From an optimization exercise on the open Yosys and OpenROAD flow, aimed at a short achievable clock period and few clock cycles; shortcuts taken in it are not production practice. Only simulation tests tie the RTL to the original design; equivalence was not proved.

## P
Design crc32_engine, start of the top module:
module crc32_engine (
    input  wire        clk,
    input  wire        rst,
    input  wire        cmd_valid,
    output wire        cmd_ready,
    input  wire [7:0]  cmd,
    input  wire [31:0] din,
    output wire [31:0] dout,
    output wire        err
);
For scale: roughly 210 flip-flops, about 0.014 mm^2 of cells after synthesis.
clock: 6.0 ns
lec_check: 0
abc_clock_period_in_ps: 1000
cap_margin: 20
cell_pad_in_sites_detail_placement: 0
cell_pad_in_sites_global_placement: 1
core_margin: 2
core_utilization: 40
setup_slack_margin: 5.0
slew_margin: 20
tns_end_percent: 100
standard.sh (not shown) runs the stock make flow with config.mk's settings and CLKGATE_MAP_FILE= SYNTH_SCRIPT=/design/flow/synth_recipe.tcl, a recipe that flattens the netlist after the stock synthesis.
==> flow/flow/run.sh <==
#!/bin/bash
# Standard layout (the standard.sh, which runs the standard synthesis
# script), with more slow cells kept out of synthesis and repair: three-input
# XORs, high-stack OR/NOR/AND-OR cells and the like. Registers are untouched
# (flip-flops are mapped before ABC and none of them is in the list).
set -euo pipefail
PL=$(cat flow/platform_dont_use.txt)
EXTRA=$(cat flow/extra_dont_use.txt)
bash standard.sh "DONT_USE_CELLS=$PL $EXTRA" finish > standard.log 2>&1
Other scripts of this flow, unchanged in this note and not shown: flow/flow/extra_dont_use.txt, flow/flow/platform_dont_use.txt
P reached the final stage; the timing, DRC and antenna checks on its layout passed.
Testbench counts of P, summed over its fixed seeds: cycles 6,042.
What Q does differently from P at the input level:
# P
export LEC_CHECK = 0
export ABC_CLOCK_PERIOD_IN_PS = 1000
export CAP_MARGIN = 20
export CELL_PAD_IN_SITES_DETAIL_PLACEMENT = 0
export CELL_PAD_IN_SITES_GLOBAL_PLACEMENT = 1
export CORE_MARGIN = 2
export CORE_UTILIZATION = 40
export SETUP_SLACK_MARGIN = 5.0
export SLEW_MARGIN = 20
export TNS_END_PERCENT = 100
create_clock -name core_clock -period 6.0 [get_ports {clk}]
# Q
export LEC_CHECK = 0
export ABC_CLOCK_PERIOD_IN_PS = 1000
export CAP_MARGIN = 20
export CORE_MARGIN = 2
export CORE_UTILIZATION = 35
export SETUP_SLACK_MARGIN = 5.0
export SLEW_MARGIN = 20
export TNS_END_PERCENT = 100
create_clock -name core_clock -period 6.0 [get_ports {clk}]
--- outcome ---
- Q did not stop at any stage, and its layout met the timing, DRC and antenna checks.
- The register fraction of the total cell area on P is in line with that on Q.
- Sort Q and P by via count, descending, and Q comes first.
- Q does worse than P on core box area.
- Slowest stage cell on the critical path = and3b_2: P; slowest stage cell on the critical path = dfxtp_2: Q
- Number of standard cells in the final layout excluding fillers went up by a few percent going from P to Q.
- Shortest clock period the worst path allows after layout: Q < P
- The die area number comes out higher for Q vs P.
- In the flow results for Q and P, the total of fill cells in the finished design is smaller on P.
- P -> Q: total length of routed wires increased slightly
Changes in R relative to Q:
# Q
export LEC_CHECK = 0
export ABC_CLOCK_PERIOD_IN_PS = 1000
export CAP_MARGIN = 20
export CORE_MARGIN = 2
export CORE_UTILIZATION = 35
export SETUP_SLACK_MARGIN = 5.0
export SLEW_MARGIN = 20
export TNS_END_PERCENT = 100
create_clock -name core_clock -period 6.0 [get_ports {clk}]
# R
export LEC_CHECK = 0
export ABC_CLOCK_PERIOD_IN_PS = 1000
export CAP_MARGIN = 20
export CORE_MARGIN = 2
export CORE_UTILIZATION = 35
export PLACE_DENSITY = 0.5
export SETUP_SLACK_MARGIN = 5.0
export SLEW_MARGIN = 20
export TNS_END_PERCENT = 100
create_clock -name core_clock -period 6.0 [get_ports {clk}]
Results
Number of design-rule violations left by the first detailed-router iteration in R is about 27% below Q. Re area fraction in compound gates after synthesis: no difference whatsoever between Q and R. Compared with Q, in R global-route wire length before repair grew by 0.49%, filler-free cell count of the finished design grew by 7. Q -> R: non-clock buffer count increased by a few percent. In R the count of vias placed by the detailed router turned out 5.0% lower than in Q. Going from Q to R, number of I/O pins saw little to no change, fraction of the core area covered by cells at the end of the flow +0.25 points, share of the clock period used by the worst path grew by 2.7 points.
[inputs] S vs R
# R
export LEC_CHECK = 0
export ABC_CLOCK_PERIOD_IN_PS = 1000
export CAP_MARGIN = 20
export CORE_MARGIN = 2
export CORE_UTILIZATION = 35
export PLACE_DENSITY = 0.5
export SETUP_SLACK_MARGIN = 5.0
export SLEW_MARGIN = 20
export TNS_END_PERCENT = 100
create_clock -name core_clock -period 6.0 [get_ports {clk}]
# S
export LEC_CHECK = 0
export ABC_CLOCK_PERIOD_IN_PS = 1000
export CAP_MARGIN = 20
export CORE_MARGIN = 2
export CORE_UTILIZATION = 40
export CTS_BUF_LIST = sky130_fd_sc_hd__clkbuf_8
export SETUP_SLACK_MARGIN = 5.0
export SLEW_MARGIN = 20
export TNS_END_PERCENT = 100
create_clock -name core_clock -period 6.0 [get_ports {clk}]
## What came out
Diff R -> S | average via count per standard cell | up by more than 10%
Per the comparison of S with R, tightest hold margin flat, average wire length per cell after detail routing up 12%, final area down about 1.4%, wire length of the first global-routing pass flat.
[inputs] T vs S
# S
export LEC_CHECK = 0
export ABC_CLOCK_PERIOD_IN_PS = 1000
export CAP_MARGIN = 20
export CORE_MARGIN = 2
export CORE_UTILIZATION = 40
export CTS_BUF_LIST = sky130_fd_sc_hd__clkbuf_8
export SETUP_SLACK_MARGIN = 5.0
export SLEW_MARGIN = 20
export TNS_END_PERCENT = 100
create_clock -name core_clock -period 6.0 [get_ports {clk}]
# T
export LEC_CHECK = 0
export ABC_CLOCK_PERIOD_IN_PS = 1000
export CAP_MARGIN = 20
export CORE_MARGIN = 2
export CORE_UTILIZATION = 40
export GPL_ROUTABILITY_DRIVEN = 0
export SETUP_SLACK_MARGIN = 5.0
export SLEW_MARGIN = 20
export TNS_END_PERCENT = 100
create_clock -name core_clock -period 6.0 [get_ports {clk}]
### Flow results
Summary of the comparison: total length of routed met3 wires is lower in T, relative to S. Diff S -> T: layout-stage area growth over the synthesis result has increased, utilization saw an increase. A source of the critical timing path of x_q[14] is what T shows, while cmd_valid belongs to S. Routed wire length on met2 is lower on T. Measured against each other, T and S differ in routed wire length, the lower figure coming from T. T and S ended up with nearly the same sequential cell area in the final layout.

separate check: timing with driven ports:
In the flow no input, the clock included, has a driving cell. The finished layouts below were timed again as built, in two steps. Step 1 sets driving cells, clkbuf_16 on the clock port and buf_2 on the other inputs (assumed; they add their load-dependent delay and slew). Step 2 moves the port delays by t, midway between the first and last clock arrival at a register: inputs arrive t later, outputs are due t later. That takes back most of the time a late clock gives input paths. a / b / c = ideal ports / drivers / drivers and shift; a / b = the first two.
run | t (ns) | slack for setup (ns) | worst setup path after step 2 | clock arrival spread, ns | pins driven straight from the clock port
P | 0.597 | 3.687 / 3.704 / 3.107 | input to register | 0.016 / 0.017 | 1
Q | 0.589 | 3.780 / 3.728 / 3.247 | input to register | 0.018 / 0.018 | 1
R | 0.590 | 3.621 / 3.621 / 3.247 | input to register | 0.017 / 0.018 | 1
S | 0.607 | 3.759 / 3.725 / 3.136 | input to register | 0.032 / 0.032 | 1
T | 0.574 | 3.719 / 3.719 / 3.174 | input to register | 0.018 / 0.018 | 1
After both steps every run listed still meets setup and hold. The setup slack of S, which loses most, moves by -0.034 ns with the drivers and by -0.623 ns with both steps.
